Context: an optimization exercise on an open-source flow, tuned for small area. The choices shown serve that exercise and are no tape-out recipe.
Only simulation tests tie the RTL to the original design; equivalence was not proved.
In runs 3 to 5 the design's own scripts or RTL, not TritonCTS, make the clock network.
The flow treats the clock pin as an ideal source. Dropping or thinning the clock tree relies on that and would not hold on a real chip.
No activity file was given, so power comes from the tool's default toggle rates.

==> design/flow/design.v <==
module serprog_engine (
    input  wire        clk,
    input  wire        rst,         
    input  wire        in_valid,
    input  wire [7:0]  in_data,
    output wire        in_ready,
    output wire        out_valid,
    output wire [7:0]  out_data,
    input  wire        out_ready,
    output wire        reg_en,
    output wire        reg_we,
    output wire [1:0]  reg_addr,
    output wire [63:0] reg_wdata,
    input  wire [31:0] reg_rdata
);
    localparam [3:0] S_AWAIT = 4'b0000, S_ARG1 = 4'b0001, S_ARG6  = 4'b0010, S_REPLY = 4'b0011,
                     S_CMD   = 4'b0100, S_CGET = 4'b0101, S_BDECW = 4'b0110, S_BDEC  = 4'b0111,
                     S_CTRL  = 4'b1000, S_POLL = 4'b1001, S_CIW   = 4'b1010, S_POP   = 4'b1011,
                     S_PX    = 4'b1100, S_BUSY = 4'b1101, S_GX    = 4'b1110, S_WRZ   = 4'b1111;
    localparam [5:0] A_IFACE = 6'd2, A_SYNC = 6'd5, A_ACK = 6'd6, A_NAK = 6'd7, A_SERBUF = 6'd8, A_PGM = 6'd11, A_BUS = 6'd28, A_CMDMAP = 6'd30;
    reg [7:0] r0, r1, r2, r3, r4, r5;
    reg [7:0] ib;
    reg [2:0] pos;
    reg [3:0] st;
    reg [5:0] ptr;           
    reg       rx;            
    reg       bor;           
    wire [1:0] j = ptr[1:0];
    wire [8:0] rom =
        (ptr == 6'd2) ? {1'b0, 8'h06} :
        (ptr == 6'd3) ? {1'b0, 8'h01} :
        (ptr == 6'd4) ? {1'b1, 8'h00} :
        (ptr == 6'd5) ? {1'b0, 8'h15} :
        (ptr == 6'd6) ? {1'b1, 8'h06} :
        (ptr == 6'd7) ? {1'b1, 8'h15} :
        (ptr == 6'd8) ? {1'b0, 8'h06} :
        (ptr == 6'd9) ? {1'b0, 8'hFF} :
        (ptr == 6'd10) ? {1'b1, 8'hFF} :
        (ptr == 6'd11) ? {1'b0, 8'h06} :
        (ptr == 6'd12) ? {1'b0, "m"} :
        (ptr == 6'd13) ? {1'b0, "8"} :
        (ptr == 6'd14) ? {1'b0, "8"} :
        (ptr == 6'd15) ? {1'b0, "c"} :
        (ptr == 6'd16) ? {1'b0, "s"} :
        (ptr == 6'd17) ? {1'b0, "8"} :
        (ptr == 6'd18) ? {1'b0, "0"} :
        (ptr == 6'd19) ? {1'b0, "0"} :
        (ptr == 6'd20) ? {1'b0, "1"} :
        (ptr == 6'd21) ? {1'b0, " "} :
        (ptr == 6'd22) ? {1'b0, "f"} :
        (ptr == 6'd23) ? {1'b0, "l"} :
        (ptr == 6'd24) ? {1'b0, "a"} :
        (ptr == 6'd25) ? {1'b0, "s"} :
        (ptr == 6'd26) ? {1'b0, "h"} :
        (ptr == 6'd27) ? {1'b1, 8'h00} :
        (ptr == 6'd28) ? {1'b0, 8'h06} :
        (ptr == 6'd29) ? {1'b1, 8'h08} :
        (ptr == 6'd30) ? {1'b0, 8'h06} :
        (ptr == 6'd31) ? {1'b0, 8'h3F} :
        (ptr == 6'd33) ? {1'b0, 8'h2D} :
        (ptr == 6'd62) ? {1'b1, 8'h00} :
        9'd0;
    wire get_fire = in_valid  & in_ready;
    wire put_fire = out_valid & out_ready;
    wire at_j  = (pos == {1'b0, j});               
    wire at_r  = (pos == {1'b0, j - 2'd1});        
    wire at_a  = (pos == ptr[2:0]);                
    wire hi3   = (pos == 3'd3) | (pos == 3'd4) | (pos == 3'd5);
    wire lo3   = (pos == 3'd0) | (pos == 3'd1) | (pos == 3'd2);
    wire tx_ok   = ~reg_rdata[12] & ~reg_rdata[11];         
    wire rx_ok   = |reg_rdata[20:16];                       
    wire st_busy = reg_rdata[0];
    reg        wr_ib, wr_zero, cp, chain, ld_ib;
    reg        ird, ova, ren, rwe;
    always @* begin
        wr_ib = 1'b0; wr_zero = 1'b0; cp = 1'b0; chain = 1'b0; ld_ib = 1'b0;
        ird = 1'b0; ova = 1'b0; ren = 1'b0; rwe = 1'b0;
        case (st)
            S_AWAIT: ird = 1'b1;
            S_ARG1:  ird = 1'b1;
            S_ARG6:  if (!bor) ird = 1'b1; else wr_ib = at_a;
            S_REPLY: begin ova = 1'b1; cp = ~rx & hi3; end
            S_CTRL:  begin
                         cp = ~rx & hi3;
                         if (pos == 3'd3 && !bor) begin ren = 1'b1; rwe = 1'b1; end
                     end
            S_CMD:   chain = ~pos[2];            
            S_CGET:  ird = 1'b1;
            S_CIW:   if (pos == 3'd4) begin ren = 1'b1; rwe = 1'b1; end
            S_BDEC:  begin chain = hi3; wr_zero = rx & (pos == 3'd0) & (j == 2'd0); end
            S_POLL:  begin ren = 1'b1; wr_zero = lo3; end
            S_POP:   begin ren = (pos == 3'd5); wr_zero = lo3; end
            S_PX:    if (!bor) ld_ib = at_r; else ova = 1'b1;
            S_GX:    if (!bor) ird = 1'b1; else wr_ib = at_j & (j != 2'd3);
            S_WRZ:   begin
                         wr_zero = (j != 2'd0) & ~pos[2] & (pos[1:0] >= j);
                         if (pos == 3'd0) begin ren = 1'b1; rwe = 1'b1; end
                     end
            S_BUSY:  ren = 1'b1;
            default: ;
        endcase
    end
    assign in_ready  = ird;
    assign out_valid = ova;
    assign out_data  = st[3] ? ib : rom[7:0];
    assign reg_en    = ren;
    assign reg_we    = rwe;
    assign reg_addr  = st[1:0];
    wire g_ctrl = ~st[1];
    wire g_cmd  = st[1] & ~st[0];
    wire g_full = st[0] & (j == 2'd0);       
    assign reg_wdata = {13'd0, g_ctrl & rx, g_ctrl & ~rx, g_ctrl,
                        {r5, r4} & {16{g_ctrl}},
                        (r3 & {8{g_ctrl}}) | (ib & {8{g_full}}),
                        {r2, r1} & {16{~g_cmd}},
                        g_cmd ? ib : r0};
    wire [7:0] src  = r0 | (cp ? r3 : 8'd0);
    wire       bin  = chain & bor;
    wire [7:0] dec  = src - {7'd0, bin};
    wire [7:0] r5_n = wr_ib ? ib : wr_zero ? 8'd0 : dec;
    wire pop = (st == S_POP) & (pos == 3'd5);
    always @(posedge clk) begin
        {r2, r1, r0} <= {r3, r2, r1} | (reg_rdata[31:8] & {24{pop}});
        r3 <= r4; r4 <= r5; r5 <= r5_n;
        pos <= (rst || pos == 3'd5) ? 3'd0 : pos + 3'd1;
    end
    always @(posedge clk) begin
        if (get_fire)
            ib <= in_data;
        else if (pop)
            ib <= reg_rdata[7:0];
        else if (ld_ib)
            ib <= r0;
    end
    always @(posedge clk) begin
        case (st)
            S_AWAIT: if (get_fire) bor <= 1'b0;
            S_ARG6:  if (!bor) begin if (get_fire) bor <= 1'b1; end
                     else if (at_a && ptr[2:0] != 3'd5) bor <= 1'b0;
            S_CTRL:  if (pos == 3'd5) bor <= 1'b0;
            S_CMD:   if (pos == 3'd5) bor <= 1'b1;
                     else if (chain) bor <= bor & (r0 == 8'd0);
            S_BDECW: if (pos == 3'd2) bor <= 1'b1;
            S_BDEC:  if (chain) bor <= bor & (r0 == 8'd0);
            S_POP:   if (pop) bor <= 1'b1;
            S_PX:    if (ld_ib) bor <= 1'b1;
            S_GX:    if (get_fire) bor <= 1'b1;
            default: ;
        endcase
    end
    always @(posedge clk) begin
        if (rst) begin
            st <= S_AWAIT;
        end else begin
            case (st)
                S_AWAIT: if (get_fire) begin
                    rx <= 1'b0;
                    case (in_data)
                        8'h00: begin ptr <= A_ACK;    st <= S_REPLY; end
                        8'h01: begin ptr <= A_IFACE;  st <= S_REPLY; end
                        8'h02: begin ptr <= A_CMDMAP; st <= S_REPLY; end
                        8'h03: begin ptr <= A_PGM;    st <= S_REPLY; end
                        8'h04: begin ptr <= A_SERBUF; st <= S_REPLY; end
                        8'h05: begin ptr <= A_BUS;    st <= S_REPLY; end
                        8'h10: begin ptr <= A_SYNC;   st <= S_REPLY; end
                        8'h12: begin ptr <= A_NAK;    st <= S_ARG1;  end
                        8'h13: begin ptr <= A_ACK - 6'd6; st <= S_ARG6; end
                        8'h15: begin ptr <= A_ACK;    st <= S_ARG1;  end
                        default: begin ptr <= A_NAK;  st <= S_REPLY; end
                    endcase
                end
                S_ARG1: if (get_fire) begin
                    if (in_data == 8'h08) ptr <= A_ACK;
                    st <= S_REPLY;
                end
                S_ARG6: if (!bor) begin
                            if (get_fire && (ptr[2] | (ptr[1] & ptr[0])) && in_data != 8'd0) rx <= 1'b1;
                        end else if (at_a) begin
                            ptr <= ptr + 6'd1;
                            if (ptr[2:0] == 3'd5) st <= S_REPLY;
                        end
                S_REPLY: if (put_fire) begin
                    ptr <= ptr + 6'd1;
                    if (rom[8]) st <= bor ? S_CTRL : S_AWAIT;
                end
                S_CTRL: if (pos == 3'd3 && !bor) begin ptr <= 6'd0; st <= S_CMD; end
                S_CMD: if (pos == 3'd3) st <= bor ? S_BDEC : S_CGET;
                S_CGET: if (get_fire) st <= S_CIW;
                S_CIW: if (pos == 3'd4) st <= S_CMD;
                S_BDECW: if (pos == 3'd2) st <= S_BDEC;
                S_BDEC: if (pos == 3'd0) begin
                    if (bor) st <= (j != 2'd0 && !rx) ? S_WRZ : S_BUSY;
                    else if (j == 2'd0) st <= S_POLL;
                    else st <= rx ? S_PX : S_GX;
                end
                S_POLL: if (rx ? rx_ok : tx_ok) st <= rx ? S_POP : S_GX;
                S_POP: if (pos == 3'd5) st <= S_PX;
                S_PX: if (put_fire) begin ptr <= ptr + 6'd1; st <= S_BDECW; end
                S_GX: if (bor && (at_j || j == 2'd3)) begin
                    ptr <= ptr + 6'd1;
                    st <= (j == 2'd3) ? S_WRZ : S_BDECW;
                end
                S_WRZ: if (pos == 3'd0) st <= (j == 2'd0) ? S_BDECW : S_BUSY;
                S_BUSY: if (!st_busy) st <= S_AWAIT;
                default: st <= S_AWAIT;
            endcase
        end
    end
endmodule
==> design/flow/flow/run.sh <==
#!/bin/bash
# The standard layout (standard.sh), with these changes:
#  - synthesis is the standard flow's own script (synth_recipe.tcl, registers untouched),
#    except that the combinational mapping uses flow/abc.script, an
#    area-oriented ABC script (with &deepsyn), in place of ORFS's abc_area.script,
#    and adders are not mapped to ha/fa cells beforehand (ADDER_MAP_FILE empty);
#  - the port buffers are made from the smallest buffer cell (buf_1);
#  - the clock tree uses clkbuf_4/8 and no dummy loads;
#  - the constant outputs share the one tie cell that synthesis gives them
#    (SKIP_REPAIR_TIE_FANOUT=1) instead of one tie cell each.
set -euo pipefail
W=$(pwd)
{
  head -n 1 synth_recipe.tcl
  cat <<'T'
proc abc {args} {
  set out {}
  set skip 0
  foreach a $args {
    if {$skip} { set skip 0; continue }
    if {$a eq "-script"} { set skip 1; continue }
    if {$a eq "-D"} { set skip 1; continue }
    lappend out $a
  }
  yosys abc -script $::env(FLOW_ABC_SCRIPT) {*}$out
}
T
  tail -n +2 synth_recipe.tcl
} > flow_synth.tcl
sed "s#SYNTH_SCRIPT=[^ ]*#SYNTH_SCRIPT=$W/flow_synth.tcl#" standard.sh > flow_standard.sh
grep -q "SYNTH_SCRIPT=$W/flow_synth.tcl" flow_standard.sh
export FLOW_ABC_SCRIPT=$W/flow/abc.script
export BUFFER_PORTS_ARGS="-buffer_cell sky130_fd_sc_hd__buf_1"
export CTS_ARGS="-sink_clustering_enable -repair_clock_nets -dont_use_dummy_load -buf_list {sky130_fd_sc_hd__clkbuf_4 sky130_fd_sc_hd__clkbuf_8} -root_buf sky130_fd_sc_hd__clkbuf_8 -sink_clustering_size 25"
# ADDER_MAP_FILE= : no separate adder mapping (no ha/fa cells); ABC maps the adders too
bash flow_standard.sh ADDER_MAP_FILE= SKIP_REPAIR_TIE_FANOUT=1 finish > flow_standard.log 2>&1
==> design/flow/flow/abc.script <==
strash
ifraig
scorr
dc2
strash
&get -n
&deepsyn -T 60
&put
strash
&get -n
&dch -f
&nf -R 1000 -p
&put
strash
&get -n
&dch -f
&nf -R 1000 -p
&put
==> design/flow/standard.sh <==
#!/bin/bash
# synth_recipe.tcl (not shown) runs the flow's synth.tcl, then flattens the netlist and writes it again
# the make line also repeats each setting of config.mk as NAME=value (left out here)
make -C /OpenROAD-flow-scripts/flow DESIGN_CONFIG=/design/flow/config.mk WORK_HOME=/design/flow/orfs CLKGATE_MAP_FILE= SYNTH_SCRIPT=/design/flow/synth_recipe.tcl "${@:-finish}"
==> design/flow/config.mk <==
export PLATFORM = sky130hd
export DESIGN_NAME = serprog_engine
export DESIGN_NICKNAME = serprog_engine
export VERILOG_FILES = /design/flow/design.v
export SDC_FILE = /design/flow/constraint.sdc
export NUM_CORES = 4
export LEC_CHECK = 0
export ABC_AREA = 1
export CAP_MARGIN = 20
export CORE_MARGIN = 2
export CORE_UTILIZATION = 40
export PLACE_DENSITY = 0.6
export SLEW_MARGIN = 20
==> design/flow/constraint.sdc <==
create_clock -name core_clock -period 10.0 [get_ports {clk}]
set_input_delay 2.0000 -clock core_clock [delete_from_list [all_inputs] [get_ports {clk}]]
set_output_delay 2.0000 -clock core_clock [all_outputs]
set_load 0.01 [all_outputs]
==> results of run 1 <==
==> kinds of logic after synthesis <==
family | after synthesis | synth area share
DFF | 71 | 0.406
and+or+nand+nor | 224 | 0.289
other | 1 | 0.000964
xor gates and xnor gates | 6 | 0.0135
AOI/OAI and AO/OA | 142 | 0.249
buffers and inverters | 27 | 0.0415
==> layer usage <==
layer  vias to the layer above  GRT usage  part of all wire
met2                       216      0.399              0.45
met1                      1947      0.346              0.44
met4                         0     0.0954             0.024
met5                         -          0                 0
met3                        23     0.0481             0.088
li1                       1929          -                 -
==> registers in the layout (all words and copies together) (netlist names), 6 cells and up <==
register	count
r0	8
r2	8
r3	8
r1	8
ptr	6
ib	8
r5	8
r4	8
==> power by group through the flow <==
| stage | Sequential [uW] | Combinational (uW) | Clock [uW] |
|---|---|---|---|
| 2_1_floorplan | 456 | 357 | 0 |
| 4_1_cts | 487 | 529 | 180 |
| 3_3_place_gp | 493 | 532 | 0 |
| 6_report | 490 | 534 | 177 |
| 3_5_place_dp | 492 | 527 | 0 |
| 5_1_grt | 500 | 595 | 191 |
==> cell type report <==
type,count,area share
Sequential cell,71,0.351
Inverter,11,0.00916
Timing Repair Buffer,113,0.0983
Multi-Input combinational cell,373,0.478
Clock buffer,9,0.0275
Tap cell,129,0.0358
==> layout by cell type (no fill, tap or decap), types with 3 or more instances in the layout <==
| master | netlist | routed |
|---|---|---|
| sky130_fd_sc_hd__a21o_1 | 25 | 25 |
| sky130_fd_sc_hd__a21oi_1 | 31 | 31 |
| sky130_fd_sc_hd__a221o_1 | 12 | 12 |
| sky130_fd_sc_hd__a22o_1 | 8 | 8 |
| sky130_fd_sc_hd__a22oi_1 | 6 | 6 |
| sky130_fd_sc_hd__a32oi_1 | 4 | 4 |
| sky130_fd_sc_hd__and2_0 | 19 | 19 |
| sky130_fd_sc_hd__and3_1 | 13 | 13 |
| sky130_fd_sc_hd__buf_1 | 0 | 108 |
| sky130_fd_sc_hd__buf_4 | 16 | 5 |
| sky130_fd_sc_hd__clkbuf_8 | 0 | 9 |
| sky130_fd_sc_hd__clkinv_1 | 11 | 11 |
| sky130_fd_sc_hd__dfxtp_1 | 55 | 55 |
| sky130_fd_sc_hd__edfxtp_1 | 16 | 16 |
| sky130_fd_sc_hd__nand2_1 | 60 | 60 |
| sky130_fd_sc_hd__nand2b_1 | 9 | 8 |
| sky130_fd_sc_hd__nand3_1 | 9 | 9 |
| sky130_fd_sc_hd__nor2_1 | 41 | 41 |
| sky130_fd_sc_hd__nor2b_1 | 29 | 29 |
| sky130_fd_sc_hd__nor3_1 | 22 | 21 |
| sky130_fd_sc_hd__nor3b_1 | 4 | 4 |
| sky130_fd_sc_hd__nor4_1 | 6 | 6 |
| sky130_fd_sc_hd__o21ai_0 | 31 | 31 |
| sky130_fd_sc_hd__o21bai_1 | 3 | 3 |
| sky130_fd_sc_hd__o31ai_1 | 3 | 3 |
| sky130_fd_sc_hd__or3_1 | 4 | 4 |
| sky130_fd_sc_hd__xnor2_1 | 3 | 3 |
| sky130_fd_sc_hd__xor2_1 | 3 | 3 |
==> worst max path at each step <==
stage               slack (ns)  start  cells past startpoint      endpoint
detailed placement        5.35  st[0]                      7        reg_en
floorplan                 4.90  st[1]                      3        reg_en
finish                    4.95  st[1]                      6  reg_wdata[7]
CTS                       4.97  st[0]                      7        reg_en
global route              4.75  st[1]                      6  reg_wdata[4]
global placement          5.47  st[0]                      7        reg_en
==> critical path, delay by kind of cell (launching register included) <==
family	cells	cell delay, ns
flip-flops	1	0.64
AND/OR/NAND/NOR	3	1.13
buffers and inverters	3	0.92
==> per-stage QoR <==
step	worst slack, ns	area, sq um
detailed placement	5.35	4380
floorplan	4.90	3890
finish	4.95	4510
global placement	5.47	4380
global route	4.75	4510
CTS	4.97	4500
==> run notes, run 1 <==
Layout
The net count of the finished layout is 623. The share of the core filled with cells in the final layout is 0.483. The diode insertion count for antenna repair is 0. The share of layout cells above drive strength 1 is 0.0277. The total of fill cells in the finished design is 976. Summing all multi-input logic gate instances after layout gives 0.00216 sq mm.

The finished layout holds 706 standard cells, fillers aside. The footprint of the flip-flops and latches is 0.00158 sq mm. The synthesis-to-layout area growth is 15.8%.

STA
The final cycle utilization of the critical path is 0.505. Across all hold checks on the routed design, the worst slack comes to 0.335 ns. Setup repair after global routing left no endpoint under its margin. Setup violations remaining at the end of the flow were counted as 0. Derived from the worst setup path, the maximum achievable clock frequency is 198 MHz. The number of hold-slack violations in the final timing report is 0. The final critical-path required period is 5.05 ns. The worst-margin pin slew is 0.999 ns. The total negative slack is 0 ns.

The post-route clock skew is 0.0223 ns. The final number of max-transition violations is 0. The remaining max-slew budget at the tightest pin is 0.331.

Synth
Each instance of the synthesized netlist takes up on average 8.26 sq um. The dominant register cell in the synthesized netlist is sky130_fd_sc_hd__dfxtp_1. Of the synthesized area, sequential elements account for 0.406. In this run the cell area of the synthesized design comes to 0.00389 sq mm.

The number of storage elements in the synthesis netlist is 71. For this run, the number of Yosys warnings is 1. The count of flip-flops with a built-in enable after synthesis is 16. In the synthesized netlist, the number of instances is 471. The most numerous cell in the Yosys netlist is sky130_fd_sc_hd__nand2_1. The count of different cell masters after synthesis is 47. The share of async-settable or async-resettable flops after synthesis is 0. Synthesis produced a netlist with a net count of 515. Of all cell types, the one taking the most synthesized area is sky130_fd_sc_hd__dfxtp_1. After synthesis, the most frequently instantiated cells are 60 x sky130_fd_sc_hd__nand2_1, 55 x sky130_fd_sc_hd__dfxtp_1, 41 x sky130_fd_sc_hd__nor2_1, 31 x sky130_fd_sc_hd__a21oi_1, 31 x sky130_fd_sc_hd__o21ai_0.

Sorting the synthesized cells by area gives the leading types as sky130_fd_sc_hd__dfxtp_1 28%, sky130_fd_sc_hd__edfxtp_1 12%, sky130_fd_sc_hd__nand2_1 5.8%. Of the post-synthesis cell area, the dominant cell type holds 0.283.

Drt
In this run, the number of DRC markers left after iteration 0 of detailed routing was 327. The remaining design rule violation count is 0. After detailed routing, the average wire length per cell comes to 18.8 um.

Wires add up to 13.2 mm. The detail route stage leaves a number of antenna-violating nets equal to 0. The total number of vias is 4115. The first-pass iteration count of the detailed router is 6.

In the routed layout, each cell is associated on average with a via count of 5.83.

Clock network
In this run, post-CTS hold repair placed 0 buffers. The clock transition time at the flip-flop clock pins of the worst setup and hold paths is 0.08 ns. The cell chosen for the clock root is sky130_fd_sc_hd__clkbuf_8. The post-CTS setup buffer count is 0. TritonCTS built the clock tree. Gates resized during post-CTS repair numbered 0. The clock drives 71 sinks. The deepest clock path buffer count is 2. The level count of the clock H-tree is 3. The source-to-sink clock delay at the later pin of the worst-skew pair is 0.35 ns. Buffers inserted during clock tree synthesis total 9.

Place
The HPWL after detailed placement is 9.92 mm. The port buffer count is 108. Routability-driven placement finished with a final weighted congestion of 0.956. The number of instances in the placed design is 697.

Outcome
The run finished with no timing, DRC or antenna violations.

Critical path
At the worst endpoint, the arrival time is 3.05 ns. For the worst flop-to-flop path, the logic depth is 10. The required arrival time at the worst endpoint is 8.00 ns. The critical path class is flip-flop to output pin. The most numerous cell on the critical path is sky130_fd_sc_hd__nand2_1. Among all stages on the critical path, the largest delay is contributed by sky130_fd_sc_hd__nor2_1. The end of the worst register-to-register path is r5[0]. The category of the worst setup path launch point is a flip-flop.

The maximum fanout along the worst path is 20. The delay of the slowest cell on the worst path is 0.90 ns. The setup check on the worst reg-to-reg path leaves a slack of 5.48 ns.

The signal on the critical path passes through buf_4 > clkinv_1 > nor2_1 > nand2_1 > nand2_1 > buf_1. The reg-to-reg startpoint is st[1]. The endpoint type of the worst setup path is an output pin.

GRT
After global routing the overflow that remains totals 0. The first global-routing pass estimated 20.4 mm of wire. The global router's overall resource usage is 0.254. The number of antenna violations at the first check in global routing is 0. The via count of the first global-routing pass came to 3869.

Entering global routing, the biggest net connects 34 pins.

Floorplanning
After floorplanning, the core was divided into 35 placement rows. The horizontal extent of the die is 103 um. The core area is 0.00933 sq mm. During I/O placement, the number of pins put on the boundary was 122. The die outline area is 0.0105 sq mm. In this run the vertical extent of the chip is 103 um. The starting density of the core is 0.417.

Worst hold path
The path with the worst hold slack has its endpoint at r3[2]. The start point of the worst hold path is r4[2]. The worst hold path was traced through 0 stages. The min-delay analysis places its worst path in the category flip-flop to flip-flop.

Pwr
The static leakage power is 0.00182 uW. The worst-case IR drop observed on VDD is 0.115 mV. For this design the ratio of total power to cell area is 267 mW/mm^2. The share of total power dissipated in the clock network is 0.147. Of the total power, the share spent switching nets is 0.453.

The net switching power figure is 544 uW. The internal power of the cells totals 657 uW. Of the total power, combinational logic draws 0.444.

The portion of total power attributed to sequential cells is 0.408. The total power is 1200 uW.

Run
Across the run, the number of max-cap violations was 0.
==> run 2: changes to the inputs <==
--- a/design/flow/design.v
+++ b/design/flow/design.v
@@ -15,6 +15,3 @@
 );
-    localparam [3:0] S_AWAIT = 4'b0000, S_ARG1 = 4'b0001, S_ARG6  = 4'b0010, S_REPLY = 4'b0011,
-                     S_CMD   = 4'b0100, S_CGET = 4'b0101, S_BDECW = 4'b0110, S_BDEC  = 4'b0111,
-                     S_CTRL  = 4'b1000, S_POLL = 4'b1001, S_CIW   = 4'b1010, S_POP   = 4'b1011,
-                     S_PX    = 4'b1100, S_BUSY = 4'b1101, S_GX    = 4'b1110, S_WRZ   = 4'b1111;
+    localparam [3:0] S_AWAIT = 4'b0010, S_ARG1 = 4'b1010, S_ARG6 = 4'b0110, S_REPLY = 4'b0000, S_CMD = 4'b0100, S_CGET = 4'b0111, S_BDECW = 4'b1100, S_BDEC = 4'b1101, S_CTRL = 4'b1000, S_POLL = 4'b0101, S_CIW = 4'b1110, S_POP = 4'b0011, S_PX = 4'b1011, S_BUSY = 4'b0001, S_GX = 4'b1001, S_WRZ = 4'b1111;
     localparam [5:0] A_IFACE = 6'd2, A_SYNC = 6'd5, A_ACK = 6'd6, A_NAK = 6'd7, A_SERBUF = 6'd8, A_PGM = 6'd11, A_BUS = 6'd28, A_CMDMAP = 6'd30;
==> run notes, run 2 <==
Outcome
The run finished with no timing, DRC or antenna violations.

STA
The slack of the critical path is 4.92 ns (-0.0305 ns). The final-report setup violation count is 0 (unchanged). The final number of max-transition violations came to 0 (unchanged).

The final cycle utilization of the critical path is 0.508 (+0.00305). The worst-margin pin slew is 0.784 ns (-0.215 ns). The number of hold-slack violations in the final timing report is 0 (unchanged). The total negative slack was 0 ns (unchanged).

The maximum operating frequency is 197 MHz (-0.60%). The remaining max-slew budget at the tightest pin came to 0.475 (+0.144). Setup repair after global routing left no endpoint under its margin. The post-route clock skew is 0.0216 ns (-0.000634 ns). The final critical-path required period is 5.08 ns (+0.0305 ns).

Synth
The synthesized area is 0.00394 sq mm (+1.1%). In the synthesized netlist the dominant register cell turns out to be sky130_fd_sc_hd__dfxtp_1. The Yosys warning count came to 1 (unchanged). The post-synthesis cell count was 479 (+1.7%). The count of different cell masters after synthesis was 44 (-6.4%). The count of flip-flops with a built-in enable after synthesis is 16 (unchanged).

By area the synthesized netlist is led by sky130_fd_sc_hd__dfxtp_1 28%, sky130_fd_sc_hd__edfxtp_1 12%, sky130_fd_sc_hd__nand2_1 6.1%. The fraction of the yosys area taken by sequential cells is 0.402 (-0.00452). sky130_fd_sc_hd__nand2_1 is the most common cell in the netlist. The post-synthesis average cell area was 8.22 sq um (-0.56%). Summed over all instances, the cell type with the most area after synthesis is sky130_fd_sc_hd__dfxtp_1.

The commonest cells after synthesis are 64 x sky130_fd_sc_hd__nand2_1, 55 x sky130_fd_sc_hd__dfxtp_1, 45 x sky130_fd_sc_hd__nor2_1, 37 x sky130_fd_sc_hd__a21oi_1, 28 x sky130_fd_sc_hd__o21ai_0. The share of async-settable or async-resettable flops after synthesis was 0 (unchanged). The top cell type's share of synthesized area came to 0.280 (-0.00315). The number of nets produced by synthesis was 523 (+1.6%). The number of storage elements in the synthesis netlist is 71 (unchanged).

Clock network
The post-CTS setup buffer count is 0 (unchanged). The level count of the clock H-tree is 3 (unchanged). The quantity of hold-fixing buffers added after cts is 0 (unchanged). In this run the clock root is driven by a sky130_fd_sc_hd__clkbuf_8.

The deepest clock path buffer count is 2 (unchanged). The number of resized instances in the post-cts repair step was 0 (unchanged). The clock transition time at the flip-flop clock pins of the worst setup and hold paths was 0.08 ns (about the same). TritonCTS built the clock tree. The sink count of the clock tree was 71 (unchanged).

The total CTS buffers came to 9 (unchanged). The source-to-sink clock delay at the later pin of the worst-skew pair is 0.35 ns (about the same).

Layout
The diode insertion count for antenna repair is 0 (unchanged). The share of layout cells above drive strength 1 is 0.0274 (-0.000379). The footprint of the flip-flops and latches came to 0.00158 sq mm (unchanged). The most common cell after layout, fill and taps aside is sky130_fd_sc_hd__buf_1. The final-stage net count is 631 (+1.3%). The multi-input combinational cell area is 0.00222 sq mm (+3.0%).

The total of fill cells in the finished design was 1021 (+4.6%). The synthesis-to-layout area growth is 15.8% (about the same). The library cells used most frequently in the layout, excluding fill and tap cells, are 108 x sky130_fd_sc_hd__buf_1, 64 x sky130_fd_sc_hd__nand2_1, 55 x sky130_fd_sc_hd__dfxtp_1.

GRT
The global-route wire length before repair is 20.1 mm (-1.7%). The pin count of the biggest net entering global routing was 35 (+2.9%). The via count of the first global-routing pass is 3867 (-0.052%).

The global router's overall resource usage is 0.247 (-0.00638). The number of antenna violations at the first check in global routing came to 0 (unchanged). The total congestion overflow after global routing is 0 (unchanged).

Critical path
The reg-to-reg setup timing slack was 5.62 ns (+0.14 ns). STA classifies the critical path startpoint as a flip-flop. The reg-to-reg startpoint is st[3]. STA classifies the critical path endpoint as an output pin. The required arrival time at the worst endpoint was 8.00 ns (about the same). The data arrival time at the worst-slack endpoint is 3.08 ns (+0.03 ns). The critical path class is flip-flop to output pin.

The maximum fanout along the worst path is 28 (+40%). The critical path starts at st[0].

Floorplanning
The die outline area is 0.0106 sq mm (+1.1%). The core area came to 0.00964 sq mm (+3.3%). The cell row count is 36 (+2.9%).

The die extent in y is 103 um (+0.54%). The I/O pin count is 122 (unchanged). The horizontal extent of the die was 103 um (+0.54%). The starting density of the core came to 0.408 (-0.00894).

Drt
The total number of vias came to 4124 (+0.22%). The number of DRC markers in iteration 0 came to 264 (-19%). The number of nets still failing antenna checks after routing is 0 (unchanged). The average via count per standard cell is 5.74 (-1.5%). The total detailed-routing wirelength was 13.1 mm (-0.94%). The remaining design rule violation count is 0 (unchanged). The average wire length per cell after detail routing is 18.3 um (-2.6%). The first-pass iteration count of the detailed router came to 5 (-1).

Pwr
The peak supply drop is 0.108 mV (-6.3%). The power density of the placed cells is 239 mW/mm^2 (-10%). The static leakage power is 0.00177 uW (-2.4%).

Place
The post-placement worst setup slack is 5.44 ns (+0.0896 ns). The HPWL after detailed placement is 9.89 mm (-0.31%). The weighted congestion at the end of routability-driven global placement is 1.09 (+14%). The port buffer count is 108 (unchanged).

Worst hold path
The start point of the worst hold path is r5[4]. In this run the worst hold path is classified as flip-flop to flip-flop.

Run
The number of max-capacitance violations reported came to 0 (unchanged).
-- run 2: path summary, 6_finish.rpt --
path              cells past startpoint  endpoint
setup / recovery                      7    reg_en
hold / removal                        0     r4[4]
setup reg to reg                     12       bor
hold reg to reg                       0     r4[4]
-- run 2: logic make-up (layout without fill, tap and decap cells) --
group | after synthesis | after routing | share of synthesized area
AO/OA/AOI/OAI | 145 | 145 | 0.240
XOR/XNOR | 10 | 10 | 0.0223
buffers and inverters | 22 | 128 | 0.0362
flip-flops | 71 | 71 | 0.402
multiplexers | 8 | 8 | 0.0229
other | 1 | 1 | 0.000953
AND/OR/NAND/NOR | 222 | 222 | 0.275
-- run 2: layout make-up --
| cell class | count | share of cell area |
|---|---|---|
| well taps | 133 | 0.0365 |
| flip-flops and latches | 71 | 0.347 |
| clock buffers | 9 | 0.0272 |
| repair buffers | 113 | 0.0972 |
| multi-input cells | 386 | 0.487 |
| inverters | 6 | 0.00494 |
-- run 2: per-stage QoR --
stage | instance area [sq um] | power [uW] | std cells | util | hold slack (ns)
3_3_place_gp | 4430 | 911 | 709 | 0.460 | 0.328
5_1_grt | 4560 | 1160 | 718 | 0.473 | 0.347
4_1_cts | 4550 | 1080 | 718 | 0.472 | 0.338
6_report | 4560 | 1090 | 718 | 0.473 | 0.339
3_5_place_dp | 4430 | 905 | 709 | 0.460 | 0.328
2_1_floorplan | 3940 | 741 | 479 | - | 0.324
-- run 2: worst max-delay path, stage by stage, from the launching register on --
cell and delay [ns]:
sky130_fd_sc_hd__dfxtp_1 0.81, sky130_fd_sc_hd__nand2b_1 0.21, sky130_fd_sc_hd__buf_4 0.32, sky130_fd_sc_hd__nor2b_1 0.08, sky130_fd_sc_hd__o311ai_0 0.45, sky130_fd_sc_hd__o21ai_0 0.30
sky130_fd_sc_hd__or3_1 0.42, sky130_fd_sc_hd__buf_1 0.13
-- run 2: metal layers --
layer	vias to the layer above	wire [um]	part of all wire	global-route usage
met5	-	0	0	0
met3	40	1080	0.082	0.0511
met4	0	393	0.030	0.0941
met1	1905	5700	0.43	0.345
li1	1947	-	-	-
met2	232	5940	0.45	0.378
-- run 2: power by group --
part           internal, uW  switching (uW)
clock network          80.3            96.3
registers               373            91.0
logic                   163             285
total                   616             472
==> run 3: changes to the inputs <==
--- a/design/flow/design.v
+++ b/design/flow/design.v
@@ -15,3 +15,6 @@
 );
-    localparam [3:0] S_AWAIT = 4'b0010, S_ARG1 = 4'b1010, S_ARG6 = 4'b0110, S_REPLY = 4'b0000, S_CMD = 4'b0100, S_CGET = 4'b0111, S_BDECW = 4'b1100, S_BDEC = 4'b1101, S_CTRL = 4'b1000, S_POLL = 4'b0101, S_CIW = 4'b1110, S_POP = 4'b0011, S_PX = 4'b1011, S_BUSY = 4'b0001, S_GX = 4'b1001, S_WRZ = 4'b1111;
+    localparam [3:0] S_AWAIT = 4'b0000, S_ARG1 = 4'b0001, S_ARG6  = 4'b0010, S_REPLY = 4'b0011,
+                     S_CMD   = 4'b0100, S_CGET = 4'b0101, S_BDECW = 4'b0110, S_BDEC  = 4'b0111,
+                     S_CTRL  = 4'b1000, S_POLL = 4'b1001, S_CIW   = 4'b1010, S_POP   = 4'b1011,
+                     S_PX    = 4'b1100, S_BUSY = 4'b1101, S_GX    = 4'b1110, S_WRZ   = 4'b1111;
     localparam [5:0] A_IFACE = 6'd2, A_SYNC = 6'd5, A_ACK = 6'd6, A_NAK = 6'd7, A_SERBUF = 6'd8, A_PGM = 6'd11, A_BUS = 6'd28, A_CMDMAP = 6'd30;
--- a/design/flow/flow/run.sh
+++ b/design/flow/flow/run.sh
@@ -7,3 +7,4 @@
 #  - the port buffers are made from the smallest buffer cell (buf_1);
-#  - the clock tree uses clkbuf_4/8 and no dummy loads;
+#  - the clock tree is one level of four clkbuf_8 buffers fed by the clock
+#    port (flow/cts_post.tcl rebuilds it after clock_tree_synthesis);
 #  - the constant outputs share the one tie cell that synthesis gives them
@@ -33,2 +34,3 @@
 export BUFFER_PORTS_ARGS="-buffer_cell sky130_fd_sc_hd__buf_1"
+export POST_CTS_TCL=$W/flow/cts_post.tcl
 export CTS_ARGS="-sink_clustering_enable -repair_clock_nets -dont_use_dummy_load -buf_list {sky130_fd_sc_hd__clkbuf_4 sky130_fd_sc_hd__clkbuf_8} -root_buf sky130_fd_sc_hd__clkbuf_8 -sink_clustering_size 25"
==> design/flow/flow/cts_post.tcl (new file) <==
set nbuf 4
set block [ord::get_db_block]
set db [ord::get_db]
set master [$db findMaster sky130_fd_sc_hd__clkbuf_8]
set clk [$block findNet clk]

set old_insts {}
set old_nets {}
set sinks {}
foreach inst [$block getInsts] {
  if {![string match "clkbuf_*" [$inst getName]]} { continue }
  if {![string match "sky130_fd_sc_hd__clkbuf_*" [[$inst getMaster] getName]]} { continue }
  lappend old_insts $inst
  set onet [[$inst findITerm X] getNet]
  if {[lsearch -exact $old_nets $onet] < 0} { lappend old_nets $onet }
}
foreach onet $old_nets {
  foreach it [$onet getITerms] {
    if {[$it isOutputSignal]} { continue }
    set i2 [$it getInst]
    if {[lsearch -exact $old_insts $i2] >= 0} { continue }
    lappend sinks $it
  }
}
puts "cts_post: [llength $old_insts] CTS buffers, [llength $sinks] sinks"

# group the sinks: halves by x, then halves by y
proc sink_xy {it} {
  set inst [$it getInst]
  set bb [$inst getBBox]
  return [list [expr {([$bb xMin] + [$bb xMax]) / 2}] [expr {([$bb yMin] + [$bb yMax]) / 2}]]
}
set items {}
foreach it $sinks { lappend items [concat [list $it] [sink_xy $it]] }
set items [lsort -integer -index 1 $items]
set h [expr {[llength $items] / 2}]
set groups {}
foreach half [list [lrange $items 0 [expr {$h - 1}]] [lrange $items $h end]] {
  set half [lsort -integer -index 2 $half]
  set q [expr {[llength $half] / 2}]
  lappend groups [lrange $half 0 [expr {$q - 1}]] [lrange $half $q end]
}

foreach it $sinks { $it disconnect }
foreach inst $old_insts { odb::dbInst_destroy $inst }
foreach onet $old_nets { odb::dbNet_destroy $onet }

set g 0
foreach grp $groups {
  set sx 0; set sy 0
  foreach e $grp { incr sx [lindex $e 1]; incr sy [lindex $e 2] }
  set n [llength $grp]
  set cx [expr {$sx / $n}]; set cy [expr {$sy / $n}]
  set buf [odb::dbInst_create $block $master "clkbuf_l1_${g}_clk"]
  set net [odb::dbNet_create $block "clknet_l1_${g}_clk"]
  $net setSigType CLOCK
  [$buf findITerm A] connect $clk
  [$buf findITerm X] connect $net
  foreach e $grp { [lindex $e 0] connect $net }
  $buf setLocation $cx $cy
  $buf setPlacementStatus PLACED
  puts "cts_post: buffer $g at $cx $cy drives $n sinks"
  incr g
}
global_connect
detailed_placement
check_placement -verbose
estimate_parasitics -placement
report_clock_skew
==> run notes, run 3 <==
Place
The number of instances in the placed design was 697 (-1.7%). The weighted congestion at the end of routability-driven global placement is 0.956 (-12%). The port buffer count is 108 (unchanged). The post-detailed-placement cell area is 0.00438 sq mm (-1.1%). The HPWL after detailed placement is 9.92 mm (+0.31%).

Floorplanning
The die extent in y came to 103 um (-0.54%). The core area is 0.00933 sq mm (-3.2%). The cell row count is 35 (-2.8%). The die outline area is 0.0105 sq mm (-1.1%). The I/O pin count is 122 (unchanged). The horizontal extent of the die is 103 um (-0.54%). The starting density of the core is 0.417 (+0.00894).

STA
The final-report setup violation count was 0 (unchanged). The final cycle utilization of the critical path is 0.487 (-0.0203). The total negative slack is 0 ns (unchanged). The maximum operating frequency is 205 MHz (+4.2%).

The worst-margin pin slew is 0.980 ns (+0.195 ns). The number of hold-slack violations in the final timing report is 0 (unchanged). The final critical-path required period came to 4.87 ns (-0.203 ns).

The worst slack on hold paths is 0.351 ns (+0.0117 ns). The final number of max-transition violations came to 0 (unchanged). The remaining max-slew budget at the tightest pin is 0.345 (-0.131). Setup repair after global routing left no endpoint under its margin. The post-route clock skew is 0.0181 ns (-0.00351 ns).

Drt
The number of DRC markers in iteration 0 is 374 (+42%). The average wire length per cell after detail routing was 18.7 um (+2.5%). The remaining design rule violation count is 0 (unchanged). The number of nets still failing antenna checks after routing was 0 (unchanged). The total number of vias is 4103 (-0.51%). The total detailed-routing wirelength is 13.1 mm (about the same). The first-pass iteration count of the detailed router is 5 (unchanged). The average via count per standard cell is 5.85 (+1.9%).

Pwr
The part of the total power dissipated in combinational logic is 0.471 (+0.060). The net switching power figure is 521 uW (+10%). The peak supply drop came to 0.113 mV (+5.3%).

The static leakage power is 0.00178 uW (+0.41%). The power density of the placed cells is 256 mW/mm^2 (+7.0%). The internal power component is 614 uW (-0.45%). The portion of total power attributed to sequential cells is 0.431 (+0.004). The clock network fraction of design power was 0.097 (-0.065). The net switching fraction of the power is 0.459 (+0.0253).

Critical path
The most numerous cell on the critical path is sky130_fd_sc_hd__nand2_1. The data arrival time at the worst-slack endpoint was 2.87 ns (-0.21 ns). The critical path class is flip-flop to output pin.

Traced cell by cell, the critical path runs through buf_4 > clkinv_1 > nor2_1 > nand2_1 > nand2_1 > buf_1. For this design, the slowest cell found on the critical path is sky130_fd_sc_hd__nor2_1. The delay of the slowest cell on the worst path is 0.89 ns (+0.08 ns).

The buffer and inverter count on the worst path was 3 (+1). The worst setup path is captured at an output pin. The maximum fanout along the worst path is 20 (-29%). Among cell families on the critical path, the largest total delay comes from simple AND/OR/NAND/NOR gates. The category of the worst setup path launch point is a flip-flop.

The required arrival time at the worst endpoint is 8.00 ns (about the same).

Synth
The synthesized area was 0.00389 sq mm (-1.1%). The most numerous cell in the Yosys netlist is sky130_fd_sc_hd__nand2_1. The Yosys warning count is 1 (unchanged). The top cell type's share of synthesized area came to 0.283 (+0.00315).

The fraction of the yosys area taken by sequential cells is 0.406 (+0.00452). Counting instances in the post-synthesis netlist gives the leading cell types as 60 x sky130_fd_sc_hd__nand2_1, 55 x sky130_fd_sc_hd__dfxtp_1, 41 x sky130_fd_sc_hd__nor2_1, 31 x sky130_fd_sc_hd__a21oi_1, 31 x sky130_fd_sc_hd__o21ai_0. The count of flip-flops with a built-in enable after synthesis was 16 (unchanged). The most used flip-flop cell after synthesis is sky130_fd_sc_hd__dfxtp_1. The share of async-settable or async-resettable flops after synthesis is 0 (unchanged).

Yosys attributes the largest share of cell area to sky130_fd_sc_hd__dfxtp_1 28%, sky130_fd_sc_hd__edfxtp_1 12%, sky130_fd_sc_hd__nand2_1 5.8%. The count of different cell masters after synthesis was 47 (+6.8%). The number of nets produced by synthesis is 515 (-1.5%). The post-synthesis cell count came to 471 (-1.7%).

The post-synthesis average cell area is 8.26 sq um (+0.57%). The synthesized design spends more area on one cell type than any other, namely sky130_fd_sc_hd__dfxtp_1. The number of storage elements in the synthesis netlist is 71 (unchanged).

GRT
The layer carrying the most global-route usage is met2. The total congestion overflow after global routing is 0 (unchanged). The via count of the first global-routing pass came to 3815 (-1.3%). The global router's overall resource usage is 0.248 (+0.000412).

The global-route wire length before repair was 20.1 mm (+0.20%). The pin count of the biggest net entering global routing was 34 (-2.9%). The global routing usage on met3 is 0.0393 (-0.0118). The number of antenna violations at the first check in global routing is 0 (unchanged). The global routing usage on met1 is 0.346 (+0.000823). The met2 global-route usage is 0.392 (+0.0140).

Layout
The diode insertion count for antenna repair is 0 (unchanged). The synthesis-to-layout area growth is 14.1%. The summed area of non-filler cells in the final layout is 0.00444 sq mm (-2.6%). The final-stage net count is 618 (-2.1%). The final standard cell count with taps included and fillers excluded is 701 (-2.4%). The total of fill cells in the finished design is 975 (-4.5%). The multi-input combinational cell area is 0.00216 sq mm (-2.9%). The library cell used most frequently in the layout, excluding fill and tap cells, is sky130_fd_sc_hd__buf_1. The share of layout cells above drive strength 1 is 0.0192 (-0.00812). The footprint of the flip-flops and latches is 0.00158 sq mm (unchanged).

Leaving out fill and tap cells, the most frequent cells in the layout are 108 x sky130_fd_sc_hd__buf_1, 60 x sky130_fd_sc_hd__nand2_1, 55 x sky130_fd_sc_hd__dfxtp_1.

Clock network
The sink count of the clock tree is 71 (unchanged). The clock transition time at the flip-flop clock pins of the worst setup and hold paths was 0.12 ns (+0.04 ns). The source-to-sink clock delay at the later pin of the worst-skew pair came to 0.17 ns (-0.18 ns).

Worst hold path
The class of the worst hold path is flip-flop to flip-flop.

Run
The number of max-capacitance violations reported came to 0 (unchanged).

Outcome
The flow ran to the end and the layout has no timing, DRC or antenna violations.
[run 3: cell count changes after synthesis, moves of 5 or more]
cell	change
sky130_fd_sc_hd__a22oi_1	-8
sky130_fd_sc_hd__mux2_1	-8
sky130_fd_sc_hd__clkinv_1	+5
sky130_fd_sc_hd__nand3_1	-7
sky130_fd_sc_hd__a21oi_1	-6
sky130_fd_sc_hd__and3_1	+9
sky130_fd_sc_hd__a221o_1	+10
[run 3: worst paths after layout]
check                       to  depth (start not counted)  slack [ns]   from
setup / recovery  reg_wdata[7]                          6        5.13  st[1]
hold / removal           r3[4]                          0        0.35  r4[4]
setup reg to reg         r5[4]                         10        5.50  st[1]
hold reg to reg          r3[4]                          0        0.35  r4[4]
[run 3: cells by family after synthesis]
group	after synthesis	synth area share
XOR/XNOR	6	0.0135
AO/OA/AOI/OAI	142	0.249
other	1	0.000964
AND/OR/NAND/NOR	224	0.289
buffers and inverters	27	0.0415
flip-flops	71	0.406
[run 3: metrics by stage]
stage / util / total power [uW] / setup slack, ns
after detailed placement: 0.470 / 1020 / 5.35
after global routing: 0.476 / 1220 / 4.88
final: 0.476 / 1130 / 5.13
after floorplan: - / 814 / 4.90
after global placement: 0.470 / 1030 / 5.47
[run 3: power by group through the flow]
| stage | Sequential [uW] | Combinational [uW] | Clock (uW) |
|---|---|---|---|
| 2_1_floorplan | 456 | 357 | 0 |
| 3_3_place_gp | 493 | 532 | 0 |
| 3_5_place_dp | 492 | 527 | 0 |
| 5_1_grt | 500 | 594 | 123 |
| 6_report | 489 | 534 | 110 |
[run 3: routing by layer]
layer / vias up / routed length, um
li1: 1921 / -
met1: 1933 / 5820
met2: 230 / 5860
met3: 19 / 1130
met4: 0 / 314
met5: - / 0
[run 3: layout make-up]
type / instances / area share
Inverter: 11 / 0.00930
Multi-Input combinational cell: 373 / 0.486
Sequential cell: 71 / 0.356
Buffer: 4 / 0.0124
Tap cell: 129 / 0.0364
Timing Repair Buffer: 113 / 0.0998
[run 3: worst register-to-register path: stages (launching register included)]
cell	delay [ns]
sky130_fd_sc_hd__dfxtp_1	0.64
sky130_fd_sc_hd__buf_4	0.35
sky130_fd_sc_hd__clkinv_1	0.43
sky130_fd_sc_hd__nor2_1	0.89
sky130_fd_sc_hd__nand2_1	0.32
sky130_fd_sc_hd__a211oi_1	0.45
sky130_fd_sc_hd__nand2_1	0.09
sky130_fd_sc_hd__nor2_1	0.53
sky130_fd_sc_hd__a31o_1	0.36
sky130_fd_sc_hd__a21oi_1	0.08
sky130_fd_sc_hd__a221o_1	0.26
==> run 4: changes to the inputs <==
--- a/design/flow/config.mk
+++ b/design/flow/config.mk
@@ -10,4 +10,4 @@
 export CORE_MARGIN = 2
-export CORE_UTILIZATION = 40
-export PLACE_DENSITY = 0.6
+export CORE_UTILIZATION = 65
+export PLACE_DENSITY = 0.75
 export SLEW_MARGIN = 20
==> run notes, run 4 <==
STA
The final-report setup violation count is 0 (unchanged). Setup repair after global routing left no endpoint under its margin. The final cycle utilization of the critical path came to 0.483 (-0.00449). The worst-margin pin slew is 1.09 ns (+0.111 ns). The worst slack on hold paths came to 0.353 ns (+0.00237 ns). The total negative slack was 0 ns (unchanged). The number of hold-slack violations in the final timing report came to 0 (unchanged).

The maximum operating frequency is 207 MHz (+0.93%). The post-route clock skew is 0.0156 ns (-0.00249 ns). The remaining max-slew budget at the tightest pin is 0.273 (-0.0718). The final critical-path required period is 4.83 ns (-0.0449 ns). The final number of max-transition violations is 0 (unchanged).

Run
The number of max-capacitance violations reported is 0 (unchanged).

Synth
The post-synthesis adder-cell area fraction is 0 (unchanged). The fraction of the yosys area taken by sequential cells is 0.406 (unchanged). The post-synthesis share of cell area spent on and, or, nand and nor gates is 0.289 (unchanged). The dominant register cell in the synthesized netlist is sky130_fd_sc_hd__dfxtp_1. The top cell type's share of synthesized area came to 0.283 (unchanged). The number of nets produced by synthesis is 515 (unchanged). The XOR/XNOR share of the synthesized area is 0.0135 (unchanged). The synthesized area was 0.00389 sq mm (unchanged). The mux share of post-synthesis cell area is 0 (unchanged). The post-synthesis average cell area is 8.26 sq um (unchanged). The post-synthesis cell count came to 471 (unchanged). The number of storage elements in the synthesis netlist is 71 (unchanged). The Yosys warning count is 1 (unchanged). The synthesized-area fraction occupied by ao, oa, aoi and oai cells is 0.249 (unchanged). After synthesis, the most frequently instantiated cells are 60 x sky130_fd_sc_hd__nand2_1, 55 x sky130_fd_sc_hd__dfxtp_1, 41 x sky130_fd_sc_hd__nor2_1, 31 x sky130_fd_sc_hd__a21oi_1, 31 x sky130_fd_sc_hd__o21ai_0. The count of flip-flops with a built-in enable after synthesis is 16 (unchanged). The biggest area contributor in the post-synthesis netlist is sky130_fd_sc_hd__dfxtp_1. The share of async-settable or async-resettable flops after synthesis is 0 (unchanged).

The count of different cell masters after synthesis is 47 (unchanged). The dominant combinational cell family by area after synthesis is simple AND/OR/NAND/NOR gates. By area the synthesized netlist is led by sky130_fd_sc_hd__dfxtp_1 28%, sky130_fd_sc_hd__edfxtp_1 12%, sky130_fd_sc_hd__nand2_1 5.8%. By instance count, the leading cell after synthesis is sky130_fd_sc_hd__nand2_1.

Pwr
The static leakage power is 0.00177 uW (-0.58%). The power density of the placed cells was 258 mW/mm^2 (+0.95%). The peak supply drop came to 0.161 mV (+42%).

The total power is 1120 uW (-0.99%).

Critical path
The depth of the most critical reg-to-reg path is 11 (+1). The category of the worst setup path launch point is a flip-flop. STA classifies the critical path endpoint as an output pin. The maximum fanout along the worst path was 28 (+40%). The reg-to-reg setup timing slack was 5.40 ns (-0.10 ns). The critical path class is flip-flop to output pin.

Traced cell by cell, the critical path runs through nand2b_1 > o21ai_0 > and3_1 > a21oi_1 > nor2b_1 > a211o_1 > buf_1. The reg-to-reg startpoint is st[1]. The cell with the largest stage delay on the worst path is sky130_fd_sc_hd__nand2b_1. The endpoint identified for the worst register-to-register timing path is st[0]. The required arrival time at the worst endpoint came to 8.00 ns (about the same). The delay of the slowest cell on the worst path is 0.92 ns (+0.03 ns).

The data arrival time at the worst-slack endpoint was 2.83 ns (-0.04 ns).

GRT
The pin count of the biggest net entering global routing is 35 (+2.9%). The number of antenna violations at the first check in global routing is 0 (unchanged). The global router's overall resource usage is 0.368 (+0.121). The via count of the first global-routing pass is 3775 (-1.0%). The total congestion overflow after global routing is 0 (unchanged). The global-route wire length before repair is 18.6 mm (-7.7%).

Layout
The total of fill cells in the finished design is 453 (-54%). Relative to the synthesized area, the layout overhead comes to 11.9%. The library cells used most frequently in the layout, excluding fill and tap cells, are 108 x sky130_fd_sc_hd__buf_1, 60 x sky130_fd_sc_hd__nand2_1, 55 x sky130_fd_sc_hd__dfxtp_1. The share of the core filled with cells in the final layout is 0.744 (+0.268). The library cell used most frequently in the layout, excluding fill and tap cells, is sky130_fd_sc_hd__buf_1. The diode insertion count for antenna repair is 0 (unchanged). The share of layout cells above drive strength 1 is 0.0140 (-0.00520). The final-stage net count is 616 (-0.32%).

Worst hold path
The number of cells on the worst hold path is 0 (unchanged). The class of the worst hold path is flip-flop to flip-flop. For hold timing, the worst endpoint is r4[6]. The start point of the worst hold path is r5[6].

Floorplanning
The die outline area is 0.00662 sq mm (-37%). The cell row count is 28 (-20%). The core area is 0.00585 sq mm (-37%). The die extent in y is 81.4 um (-21%).

The starting density of the core came to 0.665 (+0.248). The horizontal extent of the die is 81.4 um (-21%). The I/O pin count is 122 (unchanged).

Place
The port buffer count was 108 (unchanged). The HPWL after detailed placement was 8.85 mm (-11%). The weighted congestion at the end of routability-driven global placement is 1.01 (+5.4%).

Clock network
The source-to-sink clock delay at the later pin of the worst-skew pair is 0.17 ns (about the same). The sink count of the clock tree is 71 (unchanged). The clock transition time at the flip-flop clock pins of the worst setup and hold paths came to 0.12 ns (about the same).

Drt
The number of DRC markers in iteration 0 came to 435 (+16%). The remaining design rule violation count is 0 (unchanged). The number of nets still failing antenna checks after routing was 0 (unchanged). The average via count per standard cell is 6.52 (+11%). The first-pass iteration count of the detailed router is 6 (+1). The total number of vias is 4204 (+2.5%).

The total detailed-routing wirelength is 12.2 mm (-7.0%). The average wire length per cell after detail routing is 18.9 um (+1.0%).

Outcome
The flow ran to the end and the layout has no timing, DRC or antenna violations.
[run 4: cell counts after synthesis]
Identical to the previous run, type by type.
[run 4: worst max-delay path: cells and delay by family, from the launching register on]
kind,cells,cell delay [ns]
flip-flops,1,0.74
AO/OA/AOI/OAI,3,0.56
buffers and inverters,1,0.12
AND/OR/NAND/NOR,3,1.24
[run 4: cell families after synthesis]
| family | after synthesis |
|---|---|
| AOI/OAI and AO/OA | 142 |
| xor gates and xnor gates | 6 |
| buffers and inverters | 27 |
| DFF | 71 |
| other | 1 |
| and+or+nand+nor | 224 |
[run 4: area by class of cell]
| type | instances | area [sq um] | share of cell area |
|---|---|---|---|
| Buffer | 4 | 55.1 | 0.0126 |
| Tap cell | 75 | 93.8 | 0.0216 |
| Inverter | 11 | 41.3 | 0.00949 |
| Sequential cell | 71 | 1580 | 0.363 |
| Multi-Input combinational cell | 373 | 2150 | 0.495 |
| Timing Repair Buffer | 111 | 428 | 0.0983 |
[run 4: stage by stage]
step	area, sq um	setup slack, ns	cells
2_1_floorplan	3890	4.90	471
3_3_place_gp	4300	5.62	641
3_5_place_dp	4300	5.47	641
5_1_grt	4350	5.03	645
6_report	4350	5.17	645
[run 4: worst max path at each step]
stage | startpoint | endpoint | slack [ns] | depth (start not counted)
2_1_floorplan | st[1] | reg_en | 4.90 | 3
3_3_place_gp | st[0] | reg_en | 5.62 | 7
3_5_place_dp | st[0] | reg_en | 5.47 | 7
5_1_grt | ptr[0] | out_data[0] | 5.03 | 9
6_report | st[0] | reg_en | 5.17 | 7
[run 4: power breakdown]
part           switching, uW  internal [uW]
Sequential               103            381
Combinational            338            189
Clock                   75.1           37.4
[run 4: layer usage]
layer,global-route usage,part of all wire,vias to the layer above,wire length [um]
met5,0,0,-,0
met4,0.178,0.040,0,489
met3,0.0600,0.12,55,1440
met2,0.580,0.45,323,5510
met1,0.493,0.39,1907,4760
li1,-,-,1919,-
==> run 5: changes to the inputs <==
==> design/flow/flow/abc.script (replaced) <==
strash
ifraig
scorr
dc2
strash
&get -n
&deepsyn -J 50
&put
strash
&get -n
&dch -f
&nf -R 1000 -p
&put
strash
&get -n
&deepsyn -J 50 -S 1
&put
strash
&get -n
&dch -f
&nf -R 1000 -p
&put
==> run notes, run 5 <==
STA
The final number of max-transition violations came to 0 (unchanged). The post-route clock skew is 0.0138 ns (-0.00185 ns). The final-report setup violation count is 0 (unchanged). The final critical-path required period was 4.77 ns (-0.0564 ns). The worst-margin pin slew came to 0.967 ns (-0.124 ns).

The slack of the critical path was 5.23 ns (+0.0564 ns). The final cycle utilization of the critical path is 0.477 (-0.00564). The number of hold-slack violations in the final timing report is 0 (unchanged). Setup repair after global routing left no endpoint under its margin. The total negative slack is 0 ns (unchanged).

The remaining max-slew budget at the tightest pin is 0.355 (+0.0825). The maximum operating frequency is 210 MHz (+1.2%).

Synth
The most used flip-flop cell after synthesis is sky130_fd_sc_hd__dfxtp_1. The count of different cell masters after synthesis was 45 (-4.3%). The Yosys warning count is 1 (unchanged). The fraction of the yosys area taken by sequential cells is 0.404 (-0.00208).

The share of async-settable or async-resettable flops after synthesis was 0 (unchanged). The top cell type's share of synthesized area is 0.282 (-0.00145). The post-synthesis cell count is 478 (+1.5%). The number of nets produced by synthesis is 522 (+1.4%). The count of flip-flops with a built-in enable after synthesis came to 16 (unchanged). The synthesized area is 0.00391 sq mm (+0.51%).

By area the synthesized netlist is led by sky130_fd_sc_hd__dfxtp_1 28%, sky130_fd_sc_hd__edfxtp_1 12%, sky130_fd_sc_hd__nor2_1 6.2%. The number of storage elements in the synthesis netlist was 71 (unchanged). By instance count, the leading cell after synthesis is sky130_fd_sc_hd__nor2_1. The synthesized design spends more area on one cell type than any other, namely sky130_fd_sc_hd__dfxtp_1. The post-synthesis average cell area came to 8.18 sq um (-0.96%). Sorting the synthesized cells by how often they occur yields 65 x sky130_fd_sc_hd__nor2_1, 55 x sky130_fd_sc_hd__dfxtp_1, 47 x sky130_fd_sc_hd__nand2_1, 31 x sky130_fd_sc_hd__nor2b_1, 31 x sky130_fd_sc_hd__o21ai_0.

Place
The port buffer count is 108 (unchanged). The post-placement worst setup slack is 5.60 ns (+0.129 ns). The weighted congestion at the end of routability-driven global placement is 0.981 (-2.8%).

The HPWL after detailed placement is 8.74 mm (-1.3%). The number of instances in the placed design was 649 (+1.2%).

Critical path
The launching instance or port of the critical path is ptr[0]. The signal on the critical path passes through or2_0 > nand2_1 > nand2_1 > nor3_1 > a2111oi_0 > o21ai_0 > a31oi_1 > a21oi_1 > buf_1. The cell with the largest stage delay on the worst path is sky130_fd_sc_hd__edfxtp_1. The endpoint type of the worst setup path is an output pin. The delay of the slowest cell on the worst path is 0.67 ns (-0.25 ns).

The required arrival time at the worst endpoint was 8.00 ns (about the same). The critical path's top delay family is compound AO/OA/AOI/OAI gates. The buffer and inverter count on the worst path was 1 (unchanged). By startpoint and endpoint, the worst setup path is classified as flip-flop to output pin. The startpoint identified for the worst register-to-register timing path is st[2]. The data arrival time at the worst-slack endpoint is 2.77 ns (-0.06 ns).

The cell that appears most often on the critical path is sky130_fd_sc_hd__nand2_1. The maximum fanout along the worst path was 16 (-43%). The worst setup path is launched from a flip-flop.

Pwr
The internal power component is 619 uW (+2.0%). The net switching fraction of the power came to 0.463 (+0.00346). The part of the total power dissipated in combinational logic is 0.485 (+0.016).

The portion of total power attributed to sequential cells is 0.421 (-0.010). The clock network fraction of design power came to 0.095 (-0.005). The static leakage power is 0.00175 uW (-1.0%). The peak supply drop came to 0.161 mV (+0.24%). The total power is 1150 uW (+2.7%). The power density of the placed cells came to 263 mW/mm^2 (+2.1%). The net switching power figure is 534 uW (+3.4%).

Drt
The remaining design rule violation count is 0 (unchanged). The total detailed-routing wirelength is 12.1 mm (-0.57%). The number of DRC markers in iteration 0 is 471 (+8.3%). The first-pass iteration count of the detailed router was 6 (unchanged).

The average via count per standard cell is 6.45 (-1.0%). The total number of vias is 4212 (+0.19%). The number of nets still failing antenna checks after routing is 0 (unchanged). The average wire length per cell after detail routing is 18.6 um (-1.8%).

Floorplanning
The starting density of the core came to 0.669 (+0.00342). The I/O pin count is 122 (unchanged). The core area is 0.00585 sq mm (unchanged). The horizontal extent of the die is 81.6 um (+0.25%). The die outline area is 0.00665 sq mm (+0.49%).

The die extent in y came to 81.6 um (+0.25%). The cell row count came to 28 (unchanged).

Run
The number of max-capacitance violations reported is 0 (unchanged).

Layout
The total of fill cells in the finished design is 429 (-5.3%). The share of the core filled with cells in the final layout is 0.748 (+0.00428). The final-stage net count is 624 (+1.3%). The final standard cell count with taps included and fillers excluded came to 653 (+1.2%). The synthesis-to-layout area growth was 11.9% (about the same). The diode insertion count for antenna repair is 0 (unchanged). Leaving out fill and tap cells, the most frequent cells in the layout are 108 x sky130_fd_sc_hd__buf_1, 65 x sky130_fd_sc_hd__nor2_1, 55 x sky130_fd_sc_hd__dfxtp_1.

The most common cell after layout, fill and taps aside is sky130_fd_sc_hd__buf_1. The share of layout cells above drive strength 1 is 0.0156 (+0.00154).

Clock network
The clock transition time at the flip-flop clock pins of the worst setup and hold paths is 0.11 ns (about the same). The sink count of the clock tree is 71 (unchanged). The source-to-sink clock delay at the later pin of the worst-skew pair was 0.17 ns (about the same).

GRT
The total congestion overflow after global routing is 0 (unchanged). The number of antenna violations at the first check in global routing is 0 (unchanged). The pin count of the biggest net entering global routing was 35 (unchanged). The via count of the first global-routing pass came to 3680 (-2.5%). The global-route wire length before repair is 18.1 mm (-2.3%). The global router's overall resource usage was 0.360 (-0.00815).

Worst hold path
The worst hold path begins at r4[0]. In this run the worst hold path is classified as flip-flop to flip-flop.

Outcome
The flow ran to the end and the layout has no timing, DRC or antenna violations.
## run 5: changes by cell type after synthesis, sizes merged, moves of 6 or more
cell	previous run	this run
nor2	41	65
nand2	60	47
a221o	12	0
and3	13	3
a22oi	6	15
nor3	22	29
nand3	9	3
## run 5: worst paths after layout
kind	cells past startpoint	endpoint	slack (ns)
worst min-delay path	0	r3[0]	0.35
worst max register to register	13	st[0]	6.28
worst min register to register	0	r3[0]	0.35
worst max-delay path	9	out_data[0]	5.23
## run 5: layout make-up
cell class	instances	area [sq um]	area share
Multi-Input combinational cell	385	2190	0.501
Buffer	4	55.1	0.0126
Inverter	6	22.5	0.00514
Tap cell	75	93.8	0.0214
Timing Repair Buffer	112	433	0.0989
Sequential cell	71	1580	0.361
## run 5: kinds of logic after synthesis
logic type / count (synthesis) / share of synthesized area
XOR/XNOR: 8 / 0.0179
flip-flops: 71 / 0.404
AND/OR/NAND/NOR: 237 / 0.303
buffers and inverters: 22 / 0.0365
AO/OA/AOI/OAI: 139 / 0.237
other: 1 / 0.000959
## run 5: layer usage
metal  GRT usage  part of all wire
met1       0.468              0.38
met5           0                 0
met2       0.601              0.47
met3      0.0659              0.12
met4       0.135             0.032
## run 5: worst reg2reg max path, delay by kind of cell, from the launching register on
| family | cells | cell delay [ns] |
|---|---|---|
| and+or+nand+nor | 9 | 2.14 |
| DFF | 1 | 0.82 |
| AOI/OAI and AO/OA | 4 | 0.62 |
## run 5: stage by stage
step	hold slack [ns]	instance area (sq um)
final	0.353	4380
after floorplan	0.324	3910
after global routing	0.360	4380
after detailed placement	0.332	4320
after global placement	0.327	4320
## run 5: power groups by stage
| stage | clock network (uW) | registers [uW] | logic [uW] |
|---|---|---|---|
| floorplan | 0 | 460 | 373 |
| global placement | 0 | 482 | 532 |
| detailed placement | 0 | 487 | 540 |
| global route | 117 | 494 | 610 |
| finish | 109 | 485 | 559 |

afterwards: timing with drivers on the ports:
How much do the figures lean on ideal ports? The routed layouts below were timed once more, with nothing changed but the port constraints. Step 1 sets driving cells, clkbuf_16 on the clock port and buf_2 on the other inputs (assumed; they add their load-dependent delay and slew). Step 2 moves the port delays by t, midway between the first and last clock arrival at a register: inputs arrive t later, outputs are due t later. That takes back most of the time a late clock gives input paths. a / b / c = ideal ports / drivers / drivers and shift; a / b = the first two.
run | t, ns | setup WS [ns] | clock arrival spread, ns | worst slew at a driven data input, ns | pins driven straight from the clock port
run 1 | 0.373 | 4.953 / 4.919 / 5.293 | 0.023 / 0.023 | 0.05 | 1
run 2 | 0.371 | 4.923 / 4.891 / 5.262 | 0.021 / 0.022 | 0.04 | 1
run 3 | 0.230 | 5.126 / 5.061 / 5.291 | 0.018 / 0.018 | 0.06 | 4
run 4 | 0.225 | 5.171 / 5.110 / 5.335 | 0.016 / 0.016 | 0.04 | 4
run 5 | 0.225 | 5.227 / 5.164 / 5.389 | 0.014 / 0.014 | 0.04 | 4
After both steps setup and hold are still met in every run listed.
